Context: an optimization exercise on an open-source flow, tuned for a short achievable clock period and few clock cycles. The choices shown serve that exercise and are no tape-out recipe. Only simulation tests tie the RTL to the original design; equivalence was not proved. Power figures rest on the tool's default switching activity, not on a simulated workload.

## constraint.sdc

```tcl
create_clock -name core_clock -period 10.0 [get_ports {clk}]
set_input_delay 2.0000 -clock core_clock [delete_from_list [all_inputs] [get_ports {clk}]]
set_output_delay 2.0000 -clock core_clock [all_outputs]
set_load 0.01 [all_outputs]
```

## run.sh

```bash
#!/bin/bash
# synth_recipe.tcl (not shown) runs the flow's synth.tcl, then flattens the netlist and writes it again
# the make line also repeats each setting of config.mk as NAME=value (left out here)
make -C /OpenROAD-flow-scripts/flow DESIGN_CONFIG=/design/flow/config.mk WORK_HOME=/design/flow/orfs CLKGATE_MAP_FILE= SYNTH_SCRIPT=/design/flow/synth_recipe.tcl finish
```

## config.mk

```make
export PLATFORM = sky130hd
export DESIGN_NAME = i69_core
export DESIGN_NICKNAME = i69_core
export VERILOG_FILES = /design/flow/design.v
export SDC_FILE = /design/flow/constraint.sdc
export NUM_CORES = 4
export LEC_CHECK = 0
export ABC_CLOCK_PERIOD_IN_PS = 4000
export CAP_MARGIN = 20
export CORE_MARGIN = 2
export CORE_UTILIZATION = 40
export PLACE_DENSITY = 0.6
export SETUP_SLACK_MARGIN = 4
export SLEW_MARGIN = 20
export TNS_END_PERCENT = 10
```

## design.v

```verilog
module i69_core (
    input  wire        clk,
    input  wire        rst,           
    input  wire [31:0] mem_size,      
    output wire        mem_req,
    output wire        mem_we,
    output wire [31:0] mem_addr,
    output wire [7:0]  mem_wdata,
    input  wire        mem_ready,
    input  wire [7:0]  mem_rdata,
    output reg         out_valid,
    output reg  [7:0]  out_data,
    output wire        halted,
    output wire        faulted,
    output reg  [1:0]  fault_cause,   
    input  wire [3:0]  dbg_sel,
    output reg  [31:0] dbg_data
);
    localparam [1:0] F_DECODE = 2'd1,
                     F_ADDR   = 2'd2,
                     F_BOUNDS = 2'd3;
    localparam [1:0] FS_OP  = 2'd0,    
                     FS_IMM = 2'd1,    
                     FS_LD  = 2'd2,    
                     FS_ST  = 2'd3;    
    reg [7:0]  ra, rb, rc, rd, re, rf;
    reg [31:0] la, lb, lc, ptr, pc;
    reg [1:0]  fs;
    reg        run;         
    reg        hlt, flt;
    reg [31:0] ma;          
    reg [31:0] ba;          
    reg        bpc;         
    reg [31:0] pf;          
    reg        lhit;        
    reg [31:0] npc;         
    reg [7:0]  ir;          
    reg [2:0]  cnt;         
    reg [23:0] imm;         
    reg [7:0]  wd;          
    reg [31:0] msz;         
    reg        first;       
    reg [32:0] ea;          
    reg        ea_ok;       
    reg        eas;         
    reg [2047:0] mb;
    reg [255:0]  mv;
    assign mem_req   = run;
    assign mem_we    = run & (fs == FS_ST);
    assign mem_addr  = ba;
    assign mem_wdata = wd;
    assign halted    = hlt;
    assign faulted   = flt;
    wire        ma_ok  = first ? (|mem_size) : (ma < msz);
    wire [32:0] ma1x   = {1'b0, ma} + 33'd1;
    wire [32:0] ma4x   = {1'b0, ma} + 33'd4;
    wire        ma1_ok = ~first & (ma1x < {1'b0, msz});
    wire        ma4_ok = ~first & (ma4x < {1'b0, msz});
    wire [31:0] ma1    = ma1x[31:0];
    wire [31:0] ma2    = ma + 32'd2;
    wire [31:0] ma5    = ma + 32'd5;
    wire         lo   = (ma[31:8] == 24'd0);
    wire [3:0]   rw0  = ma[7:4];
    wire [3:0]   rw1  = ma[7:4] + 4'd1;
    wire [127:0] row0 = mb[rw0*128 +: 128];
    wire [127:0] row1 = mb[rw1*128 +: 128];
    wire [15:0]  rv0  = mv[rw0*16 +: 16];
    wire [15:0]  rv1  = mv[rw1*16 +: 16];
    wire [255:0] rows = {row1, row0} >> {ma[3:0], 3'd0};
    wire [31:0]  rvs  = {rv1, rv0} >> ma[3:0];
    wire [7:0]   w [0:9];
    wire [9:0]   wv;
    genvar gk;
    generate
        for (gk = 0; gk < 10; gk = gk + 1) begin : g_win
            assign w[gk]  = rows[gk*8 +: 8];
            assign wv[gk] = rvs[gk] & lo & ({1'b0, ma[7:0]} + gk <= 9'd255);
        end
    endgenerate
    wire [7:0] m0 = w[0];
    wire [7:0] m1 = w[1];
    wire [7:0] m2 = w[2];
    wire [7:0] m3 = w[3];
    wire [7:0] m4 = w[4];
    wire       v0 = wv[0];
    wire       v1 = wv[1];
    wire       v4 = wv[1] & wv[2] & wv[3] & wv[4];
    wire       full2 = v1 & ma1_ok;            
    wire       full5 = v4 & ma4_ok;            
    wire [7:0] add_r = ra + rb;
    wire [7:0] sub_r = ra - rb;
    wire [7:0] xor_r = ra ^ rb;
    wire       ne_r  = (ra != rb);
    wire       fz    = (rf == 8'd0);
    wire [7:0] b   = mem_rdata;
    wire [7:0] ob  = bpc ? b : m0;
    wire       oval = bpc | v0;
    wire [2:0] bd  = ob[5:3];
    wire [2:0] bs  = ob[2:0];
    reg [7:0] src8;
    always @(*) begin
        case (bs)
            3'd1: src8 = ra;
            3'd2: src8 = rb;
            3'd3: src8 = rc;
            3'd4: src8 = rd;
            3'd5: src8 = re;
            3'd6: src8 = rf;
            default: src8 = 8'd0;
        endcase
    end
    reg [31:0] src32;
    always @(*) begin
        case (bs)
            3'd1: src32 = la;
            3'd2: src32 = lb;
            3'd3: src32 = lc;
            3'd4: src32 = lc;
            3'd5: src32 = ptr;
            3'd6: src32 = ma1;
            default: src32 = 32'd0;
        endcase
    end
    wire        cop_op = (fs == FS_OP);
    wire [7:0]  cop    = cop_op ? ob : ir;
    wire [7:0]  c8     = cop_op ? m1 : b;
    wire [31:0] c32    = cop_op ? {m4, m3, m2, m1} : {b, imm};
    wire [31:0] cnext  = cop_op ? (ob[7:6] == 2'b10 || ob[7:6] == 2'b00 ? ma5 : ma2) : ma1;
    wire [8:0]  aptr_lo = {1'b0, ptr[7:0]} + {1'b0, c8};
    wire [23:0] ptr_hi1 = ptr[31:8] + 24'd1;
    wire [31:0] aptr_r  = {aptr_lo[8] ? ptr_hi1 : ptr[31:8], aptr_lo[7:0]};
    always @(*) begin
        case (dbg_sel)
            4'd0:  dbg_data = {24'd0, ra};
            4'd1:  dbg_data = {24'd0, rb};
            4'd2:  dbg_data = {24'd0, rc};
            4'd3:  dbg_data = {24'd0, rd};
            4'd4:  dbg_data = {24'd0, re};
            4'd5:  dbg_data = {24'd0, rf};
            4'd6:  dbg_data = la;
            4'd7:  dbg_data = lb;
            4'd8:  dbg_data = lc;
            4'd10: dbg_data = ptr;
            4'd11: dbg_data = pc;
            default: dbg_data = 32'd0;    
        endcase
    end
    reg        go;           
    reg        fin;          
    reg [1:0]  fs_n;
    reg [31:0] ma_n;
    reg        newi;         
    reg        do_flt;
    reg [1:0]  cause_n;
    reg        do_hlt;
    reg        w8;           
    reg [2:0]  w8_d;
    reg [7:0]  w8_v;
    reg        w32;          
    reg [2:0]  w32_d;
    reg [31:0] w32_v;
    reg        wptr_a;       
    reg        do_out;
    reg        set_st;       
    reg [7:0]  wd_n;
    reg        set_npc;
    reg [31:0] npc_n;
    always @(*) begin
        go      = run & mem_ready;
        fin     = 1'b0;
        fs_n    = fs;
        ma_n    = ma;
        newi    = 1'b0;
        do_flt  = 1'b0;
        cause_n = 2'd0;
        do_hlt  = 1'b0;
        w8      = 1'b0;
        w8_d    = bd;
        w8_v    = src8;
        w32     = 1'b0;
        w32_d   = cop[5:3];
        w32_v   = src32;
        wptr_a  = 1'b0;
        do_out  = 1'b0;
        set_st  = 1'b0;
        wd_n    = src8;
        set_npc = 1'b0;
        npc_n   = ma1;
        case (fs)
            FS_OP: begin
                if (!oval) begin
                    go = 1'b0;                           
                end else if (!ma_ok) begin
                    do_flt = 1'b1; cause_n = F_BOUNDS;
                end else if (ob[7:6] == 2'b01) begin
                    if (bs == 3'd0) begin
                        if (full2) fin = 1'b1;
                        else begin fs_n = FS_IMM; ma_n = ma1; end
                    end else if (bs == 3'd7) begin
                        if (eas) begin
                            go = 1'b0;                   
                        end else if (!ea_ok) begin
                            do_flt = 1'b1; cause_n = F_BOUNDS;
                        end else if (bd == 3'd0) begin
                            do_flt = 1'b1; cause_n = F_ADDR;
                        end else begin
                            fs_n = FS_LD; ma_n = ea[31:0]; set_npc = 1'b1;
                        end
                    end else if (bd == 3'd0) begin
                        do_flt = 1'b1; cause_n = F_ADDR;
                    end else if (bd == 3'd7) begin
                        if (eas) begin
                            go = 1'b0;
                        end else if (!ea_ok) begin
                            do_flt = 1'b1; cause_n = F_BOUNDS;
                        end else begin
                            fs_n = FS_ST; ma_n = ea[31:0]; set_npc = 1'b1;
                            set_st = 1'b1;
                        end
                    end else begin
                        w8 = 1'b1; ma_n = ma1; newi = 1'b1;
                    end
                end else if (ob[7:6] == 2'b10) begin
                    if (bs == 3'd0) begin
                        if (full5) fin = 1'b1;
                        else begin fs_n = FS_IMM; ma_n = ma1; end
                    end else if (bs == 3'd7 || bd == 3'd0 || bd == 3'd7) begin
                        do_flt = 1'b1; cause_n = F_ADDR;
                    end else if (bd == 3'd6) begin
                        ma_n = src32; newi = 1'b1;
                    end else begin
                        w32 = 1'b1; ma_n = ma1; newi = 1'b1;
                    end
                end else begin
                    case (ob)
                        8'h01: do_hlt = 1'b1;
                        8'h02: begin do_out = 1'b1; ma_n = ma1; newi = 1'b1; end
                        8'h21, 8'h22: begin
                            if (ma4_ok && !(ob[0] ? fz : !fz)) begin
                                ma_n = ma5; newi = 1'b1;    
                            end else if (full5) begin
                                fin = 1'b1;
                            end else begin
                                fs_n = FS_IMM; ma_n = ma1;
                            end
                        end
                        8'hC1: begin w8 = 1'b1; w8_d = 3'd6; w8_v = {7'd0, ne_r}; ma_n = ma1; newi = 1'b1; end
                        8'hC2: begin w8 = 1'b1; w8_d = 3'd1; w8_v = add_r; ma_n = ma1; newi = 1'b1; end
                        8'hC3: begin w8 = 1'b1; w8_d = 3'd1; w8_v = sub_r; ma_n = ma1; newi = 1'b1; end
                        8'hC4: begin w8 = 1'b1; w8_d = 3'd1; w8_v = xor_r; ma_n = ma1; newi = 1'b1; end
                        8'hE1: begin
                            if (full2) fin = 1'b1;
                            else begin fs_n = FS_IMM; ma_n = ma1; end
                        end
                        default: begin do_flt = 1'b1; cause_n = F_DECODE; end
                    endcase
                end
            end
            FS_IMM: begin
                if (!ma_ok) begin
                    do_flt = 1'b1; cause_n = F_BOUNDS;
                end else if (cnt != 3'd1) begin
                    ma_n = ma1;
                end else begin
                    fin = 1'b1;
                end
            end
            FS_LD: begin
                w8_d = ir[5:3];
                w8_v = b;
                wd_n = b;
                if (ir[5:3] == 3'd7) begin
                    fs_n = FS_ST; set_st = 1'b1;
                end else begin
                    w8 = 1'b1; fs_n = FS_OP; ma_n = npc; newi = 1'b1;
                end
            end
            default: begin    
                fs_n = FS_OP; ma_n = npc; newi = 1'b1;
            end
        endcase
        if (fin) begin
            npc_n = cnext;
            if (cop[7:6] == 2'b01) begin
                w8_d = cop[5:3];
                w8_v = c8;
                wd_n = c8;
                if (cop[5:3] == 3'd0) begin
                    do_flt = 1'b1; cause_n = F_ADDR;
                end else if (cop[5:3] == 3'd7) begin
                    if (eas) begin
                        go = 1'b0;
                    end else if (!ea_ok) begin
                        do_flt = 1'b1; cause_n = F_BOUNDS;
                    end else begin
                        fs_n = FS_ST; ma_n = ea[31:0]; set_npc = 1'b1;
                        set_st = 1'b1;
                    end
                end else begin
                    w8 = 1'b1; fs_n = FS_OP; ma_n = cnext; newi = 1'b1;
                end
            end else if (cop[7:6] == 2'b10) begin
                w32_v = c32;
                if (cop[5:3] == 3'd0 || cop[5:3] == 3'd7) begin
                    do_flt = 1'b1; cause_n = F_ADDR;
                end else if (cop[5:3] == 3'd6) begin
                    fs_n = FS_OP; ma_n = c32; newi = 1'b1;
                end else begin
                    w32 = 1'b1; fs_n = FS_OP; ma_n = cnext; newi = 1'b1;
                end
            end else if (!cop[7]) begin
                fs_n = FS_OP; newi = 1'b1;
                if (cop[0] ? fz : !fz) ma_n = c32;
                else ma_n = cnext;
            end else begin
                wptr_a = 1'b1; fs_n = FS_OP; ma_n = cnext; newi = 1'b1;
            end
        end
    end
    wire [32:0] ma9x   = {1'b0, ma} + 33'd9;
    wire        ma9_ok = ~first & (ma9x < {1'b0, msz});
    wire        win9   = lo & (ma[7:0] <= 8'd246);
    wire [31:0] ma3    = ma + 32'd3;
    wire [31:0] ma4    = ma4x[31:0];
    wire [31:0] ma6    = ma + 32'd6;
    wire [31:0] ma7    = ma + 32'd7;
    wire [31:0] ma10   = ma + 32'd10;
    wire [2:0] d1     = m0[5:3];
    wire [2:0] s1     = m0[2:0];
    wire       mv1    = (m0[7:6] == 2'b01) && (d1 != 3'd0) && (d1 != 3'd7) && (s1 != 3'd7);
    wire       mv32_1 = (m0[7:6] == 2'b10) && (d1 != 3'd0) && (d1 <= 3'd5) && (s1 != 3'd7);
    wire       alu1   = (m0 == 8'hC1) || (m0 == 8'hC2) || (m0 == 8'hC3) || (m0 == 8'hC4);
    wire       out1   = (m0 == 8'h02);
    wire       aptr1  = (m0 == 8'hE1);
    wire       jnt1   = ((m0 == 8'h21) && !fz) || ((m0 == 8'h22) && fz);
    wire       l1_2   = (mv1 && s1 == 3'd0) || aptr1;
    wire       l1_5   = (mv32_1 && s1 == 3'd0) || jnt1;
    wire       p1     = v0 & win9 & ma9_ok & (mv1 | mv32_1 | alu1 | out1 | aptr1 | jnt1)
                        & (~l1_2 | wv[1]) & (~(l1_5 & ~jnt1) | (wv[1] & wv[2] & wv[3] & wv[4]));
    wire       wa1    = (mv1 && d1 == 3'd1) || (m0 == 8'hC2) || (m0 == 8'hC3) || (m0 == 8'hC4);
    wire       wb1    = mv1 && d1 == 3'd2;
    wire       wla1   = mv32_1 && d1 == 3'd1;
    wire       wlb1   = mv32_1 && d1 == 3'd2;
    wire       wlc1   = mv32_1 && (d1 == 3'd3 || d1 == 3'd4);
    wire       wptr1  = (mv32_1 && d1 == 3'd5) || aptr1;
    wire [7:0] x [0:4];
    wire [4:0] xv;
    generate
        for (gk = 0; gk < 5; gk = gk + 1) begin : g_x
            assign x[gk]  = l1_5 ? w[gk + 5]  : l1_2 ? w[gk + 2]  : w[gk + 1];
            assign xv[gk] = l1_5 ? wv[gk + 5] : l1_2 ? wv[gk + 2] : wv[gk + 1];
        end
    endgenerate
    wire [7:0]  x0  = x[0];
    wire [31:0] x32 = {x[4], x[3], x[2], x[1]};
    wire [2:0]  d2  = x0[5:3];
    wire [2:0]  s2  = x0[2:0];
    wire       mv2    = (x0[7:6] == 2'b01) && (d2 != 3'd0) && (d2 != 3'd7) && (s2 != 3'd7);
    wire       mv32_2 = (x0[7:6] == 2'b10) && (d2 != 3'd0) && (d2 != 3'd7) && (s2 != 3'd7);
    wire       alu2   = (x0 == 8'hC1) || (x0 == 8'hC2) || (x0 == 8'hC3) || (x0 == 8'hC4);
    wire       out2   = (x0 == 8'h02);
    wire       aptr2  = (x0 == 8'hE1);
    wire       jcc2   = (x0 == 8'h21) || (x0 == 8'h22);
    wire       l2_2   = (mv2 && s2 == 3'd0) || aptr2;
    wire       l2_5   = (mv32_2 && s2 == 3'd0) || jcc2;
    wire       rd32_2 = mv32_2 && (s2 != 3'd0) && (s2 != 3'd6) &&
                        ((s2 == 3'd1 && wla1) || (s2 == 3'd2 && wlb1) ||
                         ((s2 == 3'd3 || s2 == 3'd4) && wlc1) || (s2 == 3'd5 && wptr1));
    wire       haz2   = (alu2 & (wa1 | wb1)) | (out2 & out1) | rd32_2 | (aptr2 & wptr1);
    wire       p2     = (mv2 | mv32_2 | alu2 | out2 | aptr2 | jcc2) & ~haz2 & xv[0]
                        & (~l2_2 | xv[1]) & (~l2_5 | (xv[1] & xv[2] & xv[3] & xv[4]));
    wire       pair   = (fs == FS_OP) & p1 & p2;
    wire [7:0] a_1 = (w8 && w8_d == 3'd1) ? w8_v : ra;
    wire [7:0] b_1 = (w8 && w8_d == 3'd2) ? w8_v : rb;
    wire [7:0] c_1 = (w8 && w8_d == 3'd3) ? w8_v : rc;
    wire [7:0] d_1 = (w8 && w8_d == 3'd4) ? w8_v : rd;
    wire [7:0] e_1 = (w8 && w8_d == 3'd5) ? w8_v : re;
    wire [7:0] f_1 = (w8 && w8_d == 3'd6) ? w8_v : rf;
    wire       fz_1 = (f_1 == 8'd0);
    reg  [7:0] src8_2;
    always @(*) begin
        case (s2)
            3'd0: src8_2 = x[1];
            3'd1: src8_2 = a_1;
            3'd2: src8_2 = b_1;
            3'd3: src8_2 = c_1;
            3'd4: src8_2 = d_1;
            3'd5: src8_2 = e_1;
            3'd6: src8_2 = f_1;
            default: src8_2 = 8'd0;
        endcase
    end
    wire [31:0] a2   = l1_5 ? ma5  : l1_2 ? ma2 : ma1;    
    wire [31:0] a2p1 = l1_5 ? ma6  : l1_2 ? ma3 : ma2;
    wire [31:0] a2p2 = l1_5 ? ma7  : l1_2 ? ma4 : ma3;
    wire [31:0] a2p5 = l1_5 ? ma10 : l1_2 ? ma7 : ma6;
    reg  [31:0] src32_2;
    always @(*) begin
        case (s2)
            3'd0: src32_2 = x32;
            3'd1: src32_2 = la;
            3'd2: src32_2 = lb;
            3'd3: src32_2 = lc;
            3'd4: src32_2 = lc;
            3'd5: src32_2 = ptr;
            3'd6: src32_2 = a2p1;
            default: src32_2 = 32'd0;
        endcase
    end
    wire [8:0]  aptr2_lo = {1'b0, ptr[7:0]} + {1'b0, x[1]};
    wire [31:0] aptr2_r  = {aptr2_lo[8] ? ptr_hi1 : ptr[31:8], aptr2_lo[7:0]};
    reg        w8b;
    reg [2:0]  w8b_d;
    reg [7:0]  w8b_v;
    reg        w32b;
    reg        outb;
    reg [31:0] ma_p;
    always @(*) begin
        w8b   = 1'b0;
        w8b_d = d2;
        w8b_v = src8_2;
        w32b  = 1'b0;
        outb  = 1'b0;
        ma_p  = l2_5 ? a2p5 : l2_2 ? a2p2 : a2p1;
        if (mv2) begin
            w8b = 1'b1;
        end else if (mv32_2) begin
            if (d2 == 3'd6) ma_p = src32_2;
            else w32b = 1'b1;
        end else if (alu2) begin
            w8b = 1'b1;
            case (x0[1:0])
                2'd1: begin w8b_d = 3'd6; w8b_v = {7'd0, ne_r}; end
                2'd2: begin w8b_d = 3'd1; w8b_v = add_r; end
                2'd3: begin w8b_d = 3'd1; w8b_v = sub_r; end
                default: begin w8b_d = 3'd1; w8b_v = xor_r; end
            endcase
        end else if (out2) begin
            outb = 1'b1;
        end else if (jcc2) begin
            if (x0[0] ? fz_1 : !fz_1) ma_p = x32;
        end
    end
    wire wptr2 = aptr2;
    wire wr_cp = go & ((w8 & (w8_d == 3'd3)) | (w32 & (w32_d == 3'd5)) | wptr_a |
                       (pair & ((w8b & (w8b_d == 3'd3)) | (w32b & (d2 == 3'd5)) | wptr2)));
    wire bgo     = run & mem_ready;                  
    wire cached  = (fs == FS_OP) ? v0 : ((fs != FS_IMM) & lhit);
    wire pf_lo   = (pf[31:8] == 24'd0);
    wire pfetch  = go & ~do_flt & ~do_hlt & (fs_n == FS_OP) & cached & pf_lo;
    wire ifetch  = bpc & ((fs == FS_OP) | (fs == FS_IMM));    
    wire pf_adv  = ~bpc | (ifetch & (ba >= pf));
    always @(posedge clk) begin
        msz <= mem_size;
        ea  <= {1'b0, ptr} + {25'd0, rc};
        ea_ok <= (({1'b0, ptr} + {25'd0, rc}) < {1'b0, msz});
        if (rst) begin
            ra <= 8'd0; rb <= 8'd0; rc <= 8'd0;
            rd <= 8'd0; re <= 8'd0; rf <= 8'd0;
            la <= 32'd0; lb <= 32'd0; lc <= 32'd0;
            ptr <= 32'd0; pc <= 32'd0;
            fs <= FS_OP; run <= 1'b1; hlt <= 1'b0; flt <= 1'b0;
            ma <= 32'd0; ba <= 32'd0; bpc <= 1'b1; pf <= 32'd0; lhit <= 1'b0;
            npc <= 32'd0; ir <= 8'd0; cnt <= 3'd0; imm <= 24'd0;
            wd <= 8'd0; first <= 1'b1; eas <= 1'b1;
            fault_cause <= 2'd0;
            out_valid <= 1'b0; out_data <= 8'd0;
            mv <= 256'd0;
        end else begin
            first     <= 1'b0;
            out_valid <= 1'b0;
            if (bgo) begin
                if (ba[31:8] == 24'd0) begin
                    mb[ba[7:0]*8 +: 8] <= (fs == FS_ST && bpc) ? wd : b;
                    mv[ba[7:0]] <= 1'b1;
                end
                if (pf_adv) pf <= ba + 32'd1;
            end
            if (go) begin
                eas <= wr_cp;
                if (do_flt) begin
                    flt <= 1'b1; run <= 1'b0; fault_cause <= cause_n;
                end else if (do_hlt) begin
                    hlt <= 1'b1; run <= 1'b0; pc <= ma1;
                end else begin
                    fs <= fs_n;
                    ma <= pair ? ma_p : ma_n;
                    ba <= pfetch ? pf_n_w : (pair ? ma_p : ma_n);
                    bpc <= ~pfetch;
                    if (pair) pc <= ma_p;
                    else if (newi) pc <= ma_n;
                    if (set_npc) npc <= npc_n;
                    if (set_st) wd <= wd_n;
                    if (fs == FS_OP) begin
                        ir   <= ob;
                        lhit <= v0;
                        cnt  <= (ob[7:6] == 2'b10 || ob[7:6] == 2'b00) ? 3'd4 : 3'd1;
                    end else if (fs == FS_IMM) begin
                        cnt <= cnt - 3'd1;
                        imm <= {b, imm[23:8]};
                    end
                    if (do_out) begin
                        out_valid <= 1'b1; out_data <= ra;
                    end
                    if (pair & outb) begin
                        out_valid <= 1'b1; out_data <= a_1;
                    end
                    if (w8) begin
                        case (w8_d)
                            3'd1: ra <= w8_v;
                            3'd2: rb <= w8_v;
                            3'd3: rc <= w8_v;
                            3'd4: rd <= w8_v;
                            3'd5: re <= w8_v;
                            3'd6: rf <= w8_v;
                            default: ;
                        endcase
                    end
                    if (w32) begin
                        case (w32_d)
                            3'd1: la <= w32_v;
                            3'd2: lb <= w32_v;
                            3'd3, 3'd4: lc <= w32_v;
                            3'd5: ptr <= w32_v;
                            default: ;
                        endcase
                    end
                    if (wptr_a) ptr <= aptr_r;
                    if (pair & w8b) begin
                        case (w8b_d)
                            3'd1: ra <= w8b_v;
                            3'd2: rb <= w8b_v;
                            3'd3: rc <= w8b_v;
                            3'd4: rd <= w8b_v;
                            3'd5: re <= w8b_v;
                            3'd6: rf <= w8b_v;
                            default: ;
                        endcase
                    end
                    if (pair & w32b) begin
                        case (d2)
                            3'd1: la <= src32_2;
                            3'd2: lb <= src32_2;
                            3'd3, 3'd4: lc <= src32_2;
                            3'd5: ptr <= src32_2;
                            default: ;
                        endcase
                    end
                    if (pair & wptr2) ptr <= aptr2_r;
                end
            end else begin
                eas <= 1'b0;
                if (bgo && run) begin
                    ba  <= ma;
                    bpc <= 1'b1;
                end
            end
        end
    end
    wire [31:0] pf_n_w = (bgo & pf_adv) ? ba + 32'd1 : pf;
endmodule
```

==> metrics.md, run 1 <==
| Metric | Value |
|---|---|
| Setup_tns | 0 ps |
| FF-to-FF setup slack | 2330 ps |
| Avg Inst Size Synth | 9.523 um2 |
| DRC Markers | 0 |
| Mapped Nets | ~19000 |
| H-tree level count | 5 |
| Hold Path Origin | flt |
| Met1 track demand over resource | approximately 55% |
| Pre-CTS setup slack | 297.6 ps |
| CP Capture Type | register |
| Setup Viol. Count Final | 0 |
| Initial antenna violation count | between 80 and 90 |
| Synth Flop Type | edfxtp_1 |
| Fillers | 42790 |
| Hold WC Path Type | reg -> reg |
| Critical Path Max Stage Delay | 780 ps |
| CTS clk-pin slew, worst paths | 60 ps |
| Latest clock arrival within the worst-skew pair | approximately 1100 ps |
| Synth cell types | 141 |
| Cell Area, Synth | 0.1816 mm2 |
| Leak Pwr | ~77 nW |
| Worst-Margin Slew | roughly 1400 ps |
| Power Dens Cells | 202.6 mW/mm2 |
| Buffers added on ports | 133 |
| Clk root buf | clkbuf_16 |
| GR Layer Usage met2 | 62.72% |
| Critical path's top delay family | multiplexers |
| Status | complete, no violations |
| Min cycle time layout | between 7000 and 8000 ps |
| Core Util, Final | 48.44% |
| Final Cell Area | 0.2191 mm2 |
| WS Path Type | reg -> reg |
| CP max-delay cell | a21oi_1 |
| Most common cell after layout, fill and taps aside | nor2_1 |
| Routed WL | 1073 mm |
| DP Cell Count | 24820 |
| CP arrival | 8500 ps |
| Relative slew slack | 8.705% |
| Post-synth EDFFs | 2048 |
| Die Wd | slightly below 700 um |
| Hpwl dp | ~770 mm |
| Antenna Nets Post-Route | 0 |
| Number of detailed-route iterations in the first pass | 13 |
| CP bufs+invs | 8 |
| Die height | between 600 and 700 um |
| Most frequent CP cell | buf_12 |
| Tcrit/Tclk final | 76.70% |
| Placed instance area | 0.1952 mm2 |
| Met3 GRT Util | about 14% |
| CP cell instances | buf_12 > buf_8 > ha_4 > buf_12 > buf_12 > buf_12 > buf_8 > bufbuf_16 > mux4_2 > mux4_2 > nand2_1 > nand2_1 > mux4_2 > a21oi_1 > mux2i_1 > mux2_2 > nand3_1 > o221ai_1 > a21oi_1 > nand2_1 > and3_1 > o21bai_2 > buf_4 > o211ai_1 |
| Register area share after synthesis | 41.78% |
| CTS Buf Count | around 330 |
| GRT overflow | 0 |
| Hold-fix buffers, CTS | 0 |
| FFs w/ async S/R, synth | 0% |
| Yosys warnings | 1 |
| WP data required | 10830 ps |
| Final Slew Violations | 0 |
| Max IR drop VDD | around 180 uV |
| Worst R2R Start | ma[5] |
| Nets@finish | about 20000 |
| Hold EP | flt |
| DR vias/cell | 6.899 |
| Maximum Capacitance Violations | 0 |
| Post-synthesis register bit count | 2766 |
| Register-to-Register Path Depth | 24 |
| Longest Clk Path Bufs | 4 |
| CTS Sinks | between 2000 and 3000 |
| Synth-to-layout area growth | 20.66% |
| CTS tree | done |
| RSZ-0062 raised after global routing | true |
| Most frequent cells in the layout | nor2_1 (2482), nand2_1 (2143), a21oi_1 (2067) |
| CP Max Fanout | 15 |
| R2r endpoint | pc[5] |
| FMAX | around 130 MHz |
| Worst setup SP type | register |
| # rows | 247 |
| First-pass GRT wire length | 1422 mm |
| Final Hold Fails | 0 |
| Number of cells in the finished layout apart from fillers | 26060 |
| Slack of the critical path | 2330 ps |
| GR peak layer | met2 |
| Vias in the first global route | 161400 |
| Die area | ~0.46 mm2 |
| Core Box Area | 0.4524 mm2 |
| Layout cells sized above 1 | 21.52% |
| Initial Utilization | 40.14% |
| GRT Overall Usage | between 40 and 50% |
| Routability Congestion | between 1 and 1.5 |
| Syn Inst Count | 19070 |
| Worst hold stages | 2 |
| DR WL/cell | 41.16 um |
| Via Count | 179800 |
| Number of DRC markers in iteration 0 | approximately 30000 |
| Clock skew | between 100 and 150 ps |
| # IOs | 134 |
| Largest net degree at the start of global routing | 184 |
-- synthesized netlist by cell type, types with 195 or more instances --
cell type	n	area, um2
nor3_1	265	1326
a21oi_1	2108	10550
ha_1	248	3103
edfxtp_1	2048	61500
mux2i_1	976	9769
mux2_2	213	2399
nand3_1	305	1526
nor2_1	2608	9789
xnor2_1	195	1708
dfxtp_1	718	14370
inv_1	209	784.5
a22oi_1	319	2395
nand2_1	2189	8217
o21ai_0	1458	7297
mux4_2	745	16780
clkbuf_1	1185	4448
-- power breakdown --
group,switching (mW),internal (mW)
Combinational,13.2,5.77
Clock,5.47,7.20
Sequential,0.309,12.4
-- flip-flops by register name, summed over array words and instances, names as in the netlist, 32 cells and up --
| register | flops |
|---|---|
| ptr | 32 |
| lc | 32 |
| msz | 32 |
| ea | 32 |
| pc | 32 |
| la | 32 |
| mb | 2048 |
| pf | 32 |
| ma | 32 |
| ba | 32 |
| npc | 32 |
| mv | 256 |
| lb | 32 |
-- timing repair --
item,in CTS,in global routing
buffers inserted,275,205
gates cloned,55,31
pin swaps,110,126
endpoints found under the setup margin,397,397
gates resized for setup,722,494
-- final cells by class --
class | instances | area [um2] | share of cell area [%]
Multi-Input combinational cell | 14420 | 102700 | 46.85
Sequential cell | 2766 | 75910 | 34.64
Timing Repair Buffer | 2010 | 21050 | 9.607
Clock buffer | 417 | 9009 | 4.111
Tap cell | 5976 | 7477 | 3.412
Clock inverter | 180 | 1954 | 0.8918
Inverter | 219 | 890.9 | 0.4065
Antenna cell | 71 | 177.7 | 0.08107
-- cell families after synthesis --
family | count (synthesis) | synth area share (%)
flops | 2766 | 41.78
mux | 1967 | 16.38
xor+xnor | 273 | 1.321
compound gates | 5680 | 19.27
fa+ha+maj | 255 | 1.775
simple gates | 6242 | 14.71
buf+inv | 1889 | 4.772
-- per-stage QoR --
| step | hold slack, ps | power (mW) |
|---|---|---|
| floorplan | 428.4 | 20.25 |
| CTS | 457.3 | 42.45 |
| global route | 472.2 | 44.39 |
| finish | 453.9 | 44.40 |
| detailed placement | 448.1 | 28.84 |
| global placement | 433.6 | 28.86 |
-- worst reg2reg max path, delay by kind of cell, from the launching register on --
kind | cells | cell delay, ps
AO/OA/AOI/OAI | 5 | 2020
adder cells (fa/ha/maj) | 1 | 280
AND/OR/NAND/NOR | 5 | 970
multiplexers | 5 | 2310
buffers and inverters | 8 | 1550
flip-flops | 1 | 360
-- how the worst max path moves through the flow --
stage,slack (ps),to,cells after the start,from
final,2330,pc[5],24,ma[5]
after global routing,2570,pc[18],36,ma[5]
after CTS,2570,ptr[9],27,ma[5]
after detailed placement,300,ma[27],24,ma[4]
after global placement,10,ba[27],24,ma[6]
after floorplan,-6990,mb[0],5,rst
-- metal layers --
metal	routed length (um)	vias up	share of wire [%]
li1	-	73230	-
met1	379400	88180	35
met2	432500	14500	40
met3	142100	3801	13
met4	118200	54	11
met5	356	-	0.033
Testbench counts, summed over its fixed seeds: cycles 70,228.
==> inputs of run 2 (changes only) <==
--- a/config.mk
+++ b/config.mk
@@ -11,5 +11,5 @@
 export CORE_UTILIZATION = 40
 export PLACE_DENSITY = 0.6
-export SETUP_SLACK_MARGIN = 4
+export SETUP_SLACK_MARGIN = 3
 export SLEW_MARGIN = 20
-export TNS_END_PERCENT = 10
+export TNS_END_PERCENT = 100
==> metrics.md, run 2 <==
| Metric | Value |
|---|---|
| Synth cell types | roughly 140 |
| CTS Buf Count | 331 |
| Post-synthesis register bit count | between 2000 and 3000 |
| Routability Congestion | 1.103 |
| Register area share after synthesis | 41.78% |
| Met1 track demand over resource | 55.23% |
| RSZ-0062 raised after global routing | true |
| Most common cell after layout, fill and taps aside | nor2_1 |
| Number of detailed-route iterations in the first pass | 10 |
| Die area | 0.4595 mm2 |
| Number of flip-flops under the largest register name | a little over 2000 |
| Final Slew Violations | 0 |
| Buffers added on ports | approximately 130 |
| Setup_tns | 0 ps |
| Power Dens Cells | 200.9 mW/mm2 |
| Mapped Nets | approximately 19000 |
| CTS clk-pin slew, worst paths | 50 ps |
| Min cycle time layout | 7445 ps |
| Hold WC Path Type | reg -> reg |
| # IOs | 134 |
| Nets@finish | 20190 |
| Core Box Area | 0.4524 mm2 |
| Number of DRC markers in iteration 0 | just under 30000 |
| GR Layer Usage met2 | 63.26% |
| GRT Overall Usage | approximately 45% |
| Final Hold Fails | 0 |
| Longest Clk Path Bufs | 4 |
| Syn Inst Count | between 15000 and 20000 |
| CP arrival | just over 8000 ps |
| Initial Utilization | 40.14% |
| Layout cells sized above 1 | approximately a quarter |
| Hpwl dp | between 700 and 800 mm |
| CP Max Fanout | 8 |
| Relative slew slack | 8.393% |
| FMAX | about 130 MHz |
| Routed WL | 1083 mm |
| DR vias/cell | 6.890 |
| DRC Markers | 0 |
| Clk root buf | clkbuf_16 |
| Cell Area, Synth | 0.1816 mm2 |
| Synth area leaders | edfxtp_1 (34%), mux4_2 (9.2%), dfxtp_1 (7.9%) |
| CP Capture Type | register |
| Die height | 677.8 um |
| CTS Sinks | ~2800 |
| DR WL/cell | 41.33 um |
| Antenna Nets Post-Route | 0 |
| Most frequent cells in the layout | nor2_1 (2433), nand2_1 (2099), edfxtp_1 (2048) |
| Max IR drop VDD | between 150 and 200 uV |
| Yosys top cell area share | between 30% and 40% |
| WP data required | between 10000 and 15000 ps |
| Critical Path Max Stage Delay | about 630 ps |
| Die Wd | between 600 and 700 um |
| Tcrit/Tclk final | about 74% |
| CTS tree | done |
| Worst-Margin Slew | 1365 ps |
| Post-synth top cells | nor2_1 (2608), nand2_1 (2189), a21oi_1 (2108) |
| Latest clock arrival within the worst-skew pair | 1080 ps |
| Synth Flop Type | edfxtp_1 |
| Maximum Capacitance Violations | 0 |
| Worst setup SP type | register |
| Most common cell in the netlist | nor2_1 |
| H-tree level count | 5 |
| WS Path Type | reg -> reg |
| Status | complete, no violations |
| Clock skew | between 100 and 150 ps |
| Largest net degree at the start of global routing | 184 |
| Vias in the first global route | between 150k and 200k |
| Avg Inst Size Synth | 9.523 um2 |
| Core Util, Final | 49.55% |
| CP max-delay cell | mux4_2 |
| Post-synth EDFFs | 2048 |
| FFs w/ async S/R, synth | 0% |
| Initial antenna violation count | 95 |
| First-pass GRT wire length | 1443 mm |
| Yosys top cell by area | edfxtp_1 |
| Setup Viol. Count Final | 0 |
| Met3 GRT Util | 15.32% |
| Yosys warnings | 1 |
| Via Count | 180500 |
| Leak Pwr | 79.38 nW |
| GR peak layer | met2 |
| GRT overflow | 0 |
| Synth-to-layout area growth | 23.45% |
| # rows | about 250 |
-- run 2: layout make-up --
type | count | area [um2]
antenna | 64 | 160.2
clock buffer | 417 | 9009
clock inverter | 180 | 1954
fill | 42310 | 228200
inverter | 219 | 893.4
multi-input combinational | 14420 | 105200
sequential | 2766 | 75920
tap | 5976 | 7477
timing repair buffer | 2151 | 23600
-- run 2: critical path, delay by kind of cell, from the launching register on --
family	cells	cell delay, ps
muxes	3	1250
AOI/OAI and AO/OA	9	1850
DFF	1	400
and+or+nand+nor	4	1340
buffers and inverters	14	2390
-- run 2: cell families (layout without fill, tap and decap cells) --
logic type,after synthesis,after routing,share of synthesized area [%]
AND/OR/NAND/NOR,6242,6249,14.71
AO/OA/AOI/OAI,5680,5680,19.27
flip-flops,2766,2766,41.78
multiplexers,1967,1967,16.38
buffers and inverters,1889,2967,4.772
XOR/XNOR,273,273,1.321
adder cells (fa/ha/maj),255,255,1.775
other,0,64,0
-- run 2: report_power, final --
| group | switching (mW) | total, mW | internal, mW | leakage (nW) |
|---|---|---|---|---|
| Clock | 5.49 | 12.7 | 7.20 | 5.37 |
| Sequential | 0.317 | 12.7 | 12.4 | 24.2 |
| Combinational | 13.6 | 19.6 | 6.06 | 49.8 |
-- run 2: path summary, 6_finish.rpt --
kind	startpoint	endpoint	slack, ps	cells past startpoint
setup / recovery	ma[4]	pc[8]	2550	30
hold / removal	flt	flt	460	2
setup reg to reg	ma[4]	pc[8]	2550	30
hold reg to reg	flt	flt	460	2
-- run 2: what timing repair did --
item | 4_1_cts | 5_1_grt
gates cloned | 102 | 17
setup buffers | 462 | 131
resized for setup | 1269 | 673
hold buffers | 0 | 0
pin swaps | 228 | 307
setup endpoints to repair | 396 | 306
-- run 2: through the flow --
| step | instances | cell area, um2 | power [mW] | setup slack [ps] | hold WS [ps] |
|---|---|---|---|---|---|
| floorplan | 19070 | 181700 | 20.25 | -6992 | 428.4 |
| global placement | 24820 | 195100 | 28.86 | 14.63 | 433.6 |
| detailed placement | 24820 | 195200 | 28.84 | 297.6 | 448.1 |
| CTS | 25980 | 219400 | 43.18 | 2818 | 457.3 |
| global route | 26150 | 224100 | 45.02 | 2479 | 471.6 |
| finish | 26200 | 224200 | 45.05 | 2555 | 455.2 |
-- run 2: metal layers --
metal / wire length, um / share of wire (%) / vias up
met3: 145100 / 13 / 3965
li1: - / - / 73550
met5: 484 / 0.045 / -
met1: 381400 / 35 / 88450
met4: 121300 / 11 / 44
met2: 434400 / 40 / 14480
==> inputs of run 3 (changes only) <==
--- a/design.v
+++ b/design.v
@@ -44,6 +44,9 @@
     reg        ea_ok;       
     reg        eas;         
-    reg [2047:0] mb;
-    reg [255:0]  mv;
+    localparam integer MW  = 8;
+    localparam integer MSZ = 1 << MW;
+    localparam integer NR  = MSZ / 16;
+    reg [MSZ*8-1:0] mb;
+    reg [MSZ-1:0]   mv;
     assign mem_req   = run;
     assign mem_we    = run & (fs == FS_ST);
@@ -60,11 +63,12 @@
     wire [31:0] ma2    = ma + 32'd2;
     wire [31:0] ma5    = ma + 32'd5;
-    wire         lo   = (ma[31:8] == 24'd0);
-    wire [3:0]   rw0  = ma[7:4];
-    wire [3:0]   rw1  = ma[7:4] + 4'd1;
+    wire         lo   = (ma[31:MW] == 0);
+    wire [MW-5:0] rw0 = ma[MW-1:4];
+    wire [MSZ*8-1:0] mbr = {mb[127:0], mb[MSZ*8-1:128]};
+    wire [MSZ-1:0]   mvr = {mv[15:0], mv[MSZ-1:16]};
     wire [127:0] row0 = mb[rw0*128 +: 128];
-    wire [127:0] row1 = mb[rw1*128 +: 128];
+    wire [127:0] row1 = mbr[rw0*128 +: 128];
     wire [15:0]  rv0  = mv[rw0*16 +: 16];
-    wire [15:0]  rv1  = mv[rw1*16 +: 16];
+    wire [15:0]  rv1  = mvr[rw0*16 +: 16];
     wire [255:0] rows = {row1, row0} >> {ma[3:0], 3'd0};
     wire [31:0]  rvs  = {rv1, rv0} >> ma[3:0];
@@ -75,5 +79,5 @@
         for (gk = 0; gk < 10; gk = gk + 1) begin : g_win
             assign w[gk]  = rows[gk*8 +: 8];
-            assign wv[gk] = rvs[gk] & lo & ({1'b0, ma[7:0]} + gk <= 9'd255);
+            assign wv[gk] = rvs[gk] & lo & ({1'b0, ma[MW-1:0]} + gk <= MSZ - 1);
         end
     endgenerate
@@ -320,5 +324,5 @@
     wire [32:0] ma9x   = {1'b0, ma} + 33'd9;
     wire        ma9_ok = ~first & (ma9x < {1'b0, msz});
-    wire        win9   = lo & (ma[7:0] <= 8'd246);
+    wire        win9   = lo & (ma[MW-1:0] <= MSZ - 10);
     wire [31:0] ma3    = ma + 32'd3;
     wire [31:0] ma4    = ma4x[31:0];
@@ -360,13 +364,12 @@
     wire       alu2   = (x0 == 8'hC1) || (x0 == 8'hC2) || (x0 == 8'hC3) || (x0 == 8'hC4);
     wire       out2   = (x0 == 8'h02);
-    wire       aptr2  = (x0 == 8'hE1);
     wire       jcc2   = (x0 == 8'h21) || (x0 == 8'h22);
-    wire       l2_2   = (mv2 && s2 == 3'd0) || aptr2;
+    wire       l2_2   = mv2 && s2 == 3'd0;
     wire       l2_5   = (mv32_2 && s2 == 3'd0) || jcc2;
     wire       rd32_2 = mv32_2 && (s2 != 3'd0) && (s2 != 3'd6) &&
                         ((s2 == 3'd1 && wla1) || (s2 == 3'd2 && wlb1) ||
                          ((s2 == 3'd3 || s2 == 3'd4) && wlc1) || (s2 == 3'd5 && wptr1));
-    wire       haz2   = (alu2 & (wa1 | wb1)) | (out2 & out1) | rd32_2 | (aptr2 & wptr1);
-    wire       p2     = (mv2 | mv32_2 | alu2 | out2 | aptr2 | jcc2) & ~haz2 & xv[0]
+    wire       haz2   = (alu2 & (wa1 | wb1)) | (out2 & out1) | rd32_2;
+    wire       p2     = (mv2 | mv32_2 | alu2 | out2 | jcc2) & ~haz2 & xv[0]
                         & (~l2_2 | xv[1]) & (~l2_5 | (xv[1] & xv[2] & xv[3] & xv[4]));
     wire       pair   = (fs == FS_OP) & p1 & p2;
@@ -408,6 +411,4 @@
         endcase
     end
-    wire [8:0]  aptr2_lo = {1'b0, ptr[7:0]} + {1'b0, x[1]};
-    wire [31:0] aptr2_r  = {aptr2_lo[8] ? ptr_hi1 : ptr[31:8], aptr2_lo[7:0]};
     reg        w8b;
     reg [2:0]  w8b_d;
@@ -442,10 +443,9 @@
         end
     end
-    wire wptr2 = aptr2;
     wire wr_cp = go & ((w8 & (w8_d == 3'd3)) | (w32 & (w32_d == 3'd5)) | wptr_a |
-                       (pair & ((w8b & (w8b_d == 3'd3)) | (w32b & (d2 == 3'd5)) | wptr2)));
+                       (pair & ((w8b & (w8b_d == 3'd3)) | (w32b & (d2 == 3'd5)))));
     wire bgo     = run & mem_ready;                  
     wire cached  = (fs == FS_OP) ? v0 : ((fs != FS_IMM) & lhit);
-    wire pf_lo   = (pf[31:8] == 24'd0);
+    wire pf_lo   = (pf[31:MW] == 0);
     wire pfetch  = go & ~do_flt & ~do_hlt & (fs_n == FS_OP) & cached & pf_lo;
     wire ifetch  = bpc & ((fs == FS_OP) | (fs == FS_IMM));    
@@ -466,12 +466,12 @@
             fault_cause <= 2'd0;
             out_valid <= 1'b0; out_data <= 8'd0;
-            mv <= 256'd0;
+            mv <= {MSZ{1'b0}};
         end else begin
             first     <= 1'b0;
             out_valid <= 1'b0;
             if (bgo) begin
-                if (ba[31:8] == 24'd0) begin
-                    mb[ba[7:0]*8 +: 8] <= (fs == FS_ST && bpc) ? wd : b;
-                    mv[ba[7:0]] <= 1'b1;
+                if (ba[31:MW] == 0) begin
+                    mb[ba[MW-1:0]*8 +: 8] <= (fs == FS_ST && bpc) ? wd : b;
+                    mv[ba[MW-1:0]] <= 1'b1;
                 end
                 if (pf_adv) pf <= ba + 32'd1;
@@ -547,5 +547,4 @@
                         endcase
                     end
-                    if (pair & wptr2) ptr <= aptr2_r;
                 end
             end else begin
--- a/config.mk
+++ b/config.mk
@@ -9,7 +9,7 @@
 export CAP_MARGIN = 20
 export CORE_MARGIN = 2
-export CORE_UTILIZATION = 40
-export PLACE_DENSITY = 0.6
-export SETUP_SLACK_MARGIN = 3
+export CORE_UTILIZATION = 60
+export PLACE_DENSITY = 0.7
+export SETUP_SLACK_MARGIN = 4
 export SLEW_MARGIN = 20
-export TNS_END_PERCENT = 100
+export TNS_END_PERCENT = 10
==> metrics.md, run 3 <==
| Metric | Value |
|---|---|
| Stopping stage | 5_1_grt |
| Synth Flop Type | edfxtp_1 |
| Yosys top cell by area | edfxtp_1 |
| Post-synthesis mux area share | 15.49% |
| Synthesized-area fraction occupied by and/or/nand/nor cells | 13.97% |
| Post-synthesis register bit count | 2766 |
| CTS Buf Count | 304 |
| Initial Utilization | 60.38% |
| Status | stopped before the end |
| Syn Inst Count | 19120 |
| Placed instance area | 0.1920 mm2 |
| First-pass GRT wire length | 1752 mm |
| Vias in the first global route | 209200 |
| Most common cell in the netlist | nor2_1 |
| Die height | between 500 and 600 um |
| Adder-Cell Fraction of Synth Area | under 10% |
| Yosys top cell area share | 33.95% |
| Yosys warnings | 1 |
| GRT Overall Usage | 79.67% |
| Register area share after synthesis | a little over two fifths |
| Die Wd | 553.5 um |
| FFs w/ async S/R, synth | 0% |
| Post-synth EDFFs | 2048 |
| Hold-fix buffers, CTS | 0 |
| # IOs | 134 |
| Longest Clk Path Bufs | 4 |
| Mapped Nets | 19410 |
| Clk root buf | clkbuf_16 |
| Synth cell types | between 100 and 150 |
| Error msg | [ERROR GRT-0116] Global routing finished with congestion. Check the congestion regions in the DRC Viewer. |
| CTS Sinks | 2766 |
| Largest net degree at the start of global routing | around 230 |
| Buffers added on ports | about 130 |
| GRT overflow | 618 |
| Hpwl dp | 737.8 mm |
| Largest family of logic cells by synthesized area | compound AO/OA/AOI/OAI gates |
| Synth Area in Compound Gates | 20.89% |
| # rows | about 200 |
| Routability Congestion | 1.254 |
| Synth area leaders | edfxtp_1 (34%), mux4_2 (8.1%), dfxtp_1 (7.9%) |
| Cell Area, Synth | 0.1812 mm2 |
| Avg Inst Size Synth | 9.475 um2 |
| Post-synth top cells | nor2_1 (2874), a21oi_1 (2540), edfxtp_1 (2048) |
| H-tree level count | 5 |
| Post-synthesis xor/xnor area fraction | between 1 and 1.5% |
run 3: cell count changes after synthesis, moves of 47 or more:
cell	delta
o221ai_1	+59
buf_2	+65
a22o_1	+236
clkbuf_1	-56
and3_1	-53
a22oi_1	+47
mux2i_1	+99
a21oi_1	+432
nand2_1	-452
a221oi_1	-61
o21ai_0	-383
mux4_2	-94
nor2_1	+266
run 3: what timing repair did:
item	CTS
pin swaps	181
buffers inserted	449
gates cloned	69
setup endpoints to repair	397
gates resized for setup	1143
run 3: power groups by stage:
stage	clock network, mW	registers (mW)	logic, mW
after floorplan	0	13.0	9.69
after global placement	0	13.3	19.3
after detailed placement	0	13.3	19.4
after CTS	11.6	13.0	21.7
run 3: metal layers:
| layer | GRT usage (%) | GRT overflow |
|---|---|---|
| met5 | 34.30 | 4 |
| met4 | 76.58 | 274 |
| met3 | 67.43 | 18 |
| met2 | 93.36 | 311 |
| met1 | 81.12 | 11 |
run 3: stage by stage:
step	util [%]	hold WS, ps	cells	worst slack, ps	power (mW)
2_1_floorplan	-	431.3	19120	-7129	22.72
3_3_place_gp	63.95	441.3	22820	369.6	32.55
3_5_place_dp	63.98	446.1	22820	499.5	32.64
4_1_cts	71.15	453.7	23890	2847	46.28
run 3: how the worst max path moves through the flow:
stage / slack [ps] / cells after the start / end / startpoint
after floorplan: -7130 / 6 / mb[0] / rst
after global placement: 370 / 22 / rf[6] / ma[5]
after detailed placement: 500 / 22 / rf[5] / ma[5]
after CTS: 2850 / 8 / dbg_data[6] / dbg_sel[2]
run 3: logic make-up after synthesis:
group                    count (synthesis)
multiplexers                          1960
XOR/XNOR                               275
flip-flops                            2766
buffers and inverters                 1858
AND/OR/NAND/NOR                       5956
AO/OA/AOI/OAI                         6062
adder cells (fa/ha/maj)                242
Testbench counts of run 3, summed over its fixed seeds: cycles 70,611.

## what the ideal ports hide
The results above use ideal ports. As a check the final layouts listed here were re-extracted and re-timed, cells and wires unchanged. Step 1: set_driving_cell puts a clkbuf_16 on clk and a buf_2 on each other input, an assumption about the parent block. Step 2 times the ports against the registers' clock, not the clock port: input delays grow and output delays shrink by t, the midpoint of the rising clock arrivals with the driver on. Three values: no drivers, after step 1, after step 2; two values: the first two.
run	t (ns)	setup slack, ns	pins driven straight from the clock port
run 1	1.142	2.330 / 2.330 / 1.932	1
run 2	1.154	2.555 / 2.555 / 1.917	1
After both steps every run listed still meets setup and hold. For run 2, which loses most, drivers alone change the setup slack by 0.000 ns; drivers and shift together by -0.638 ns.
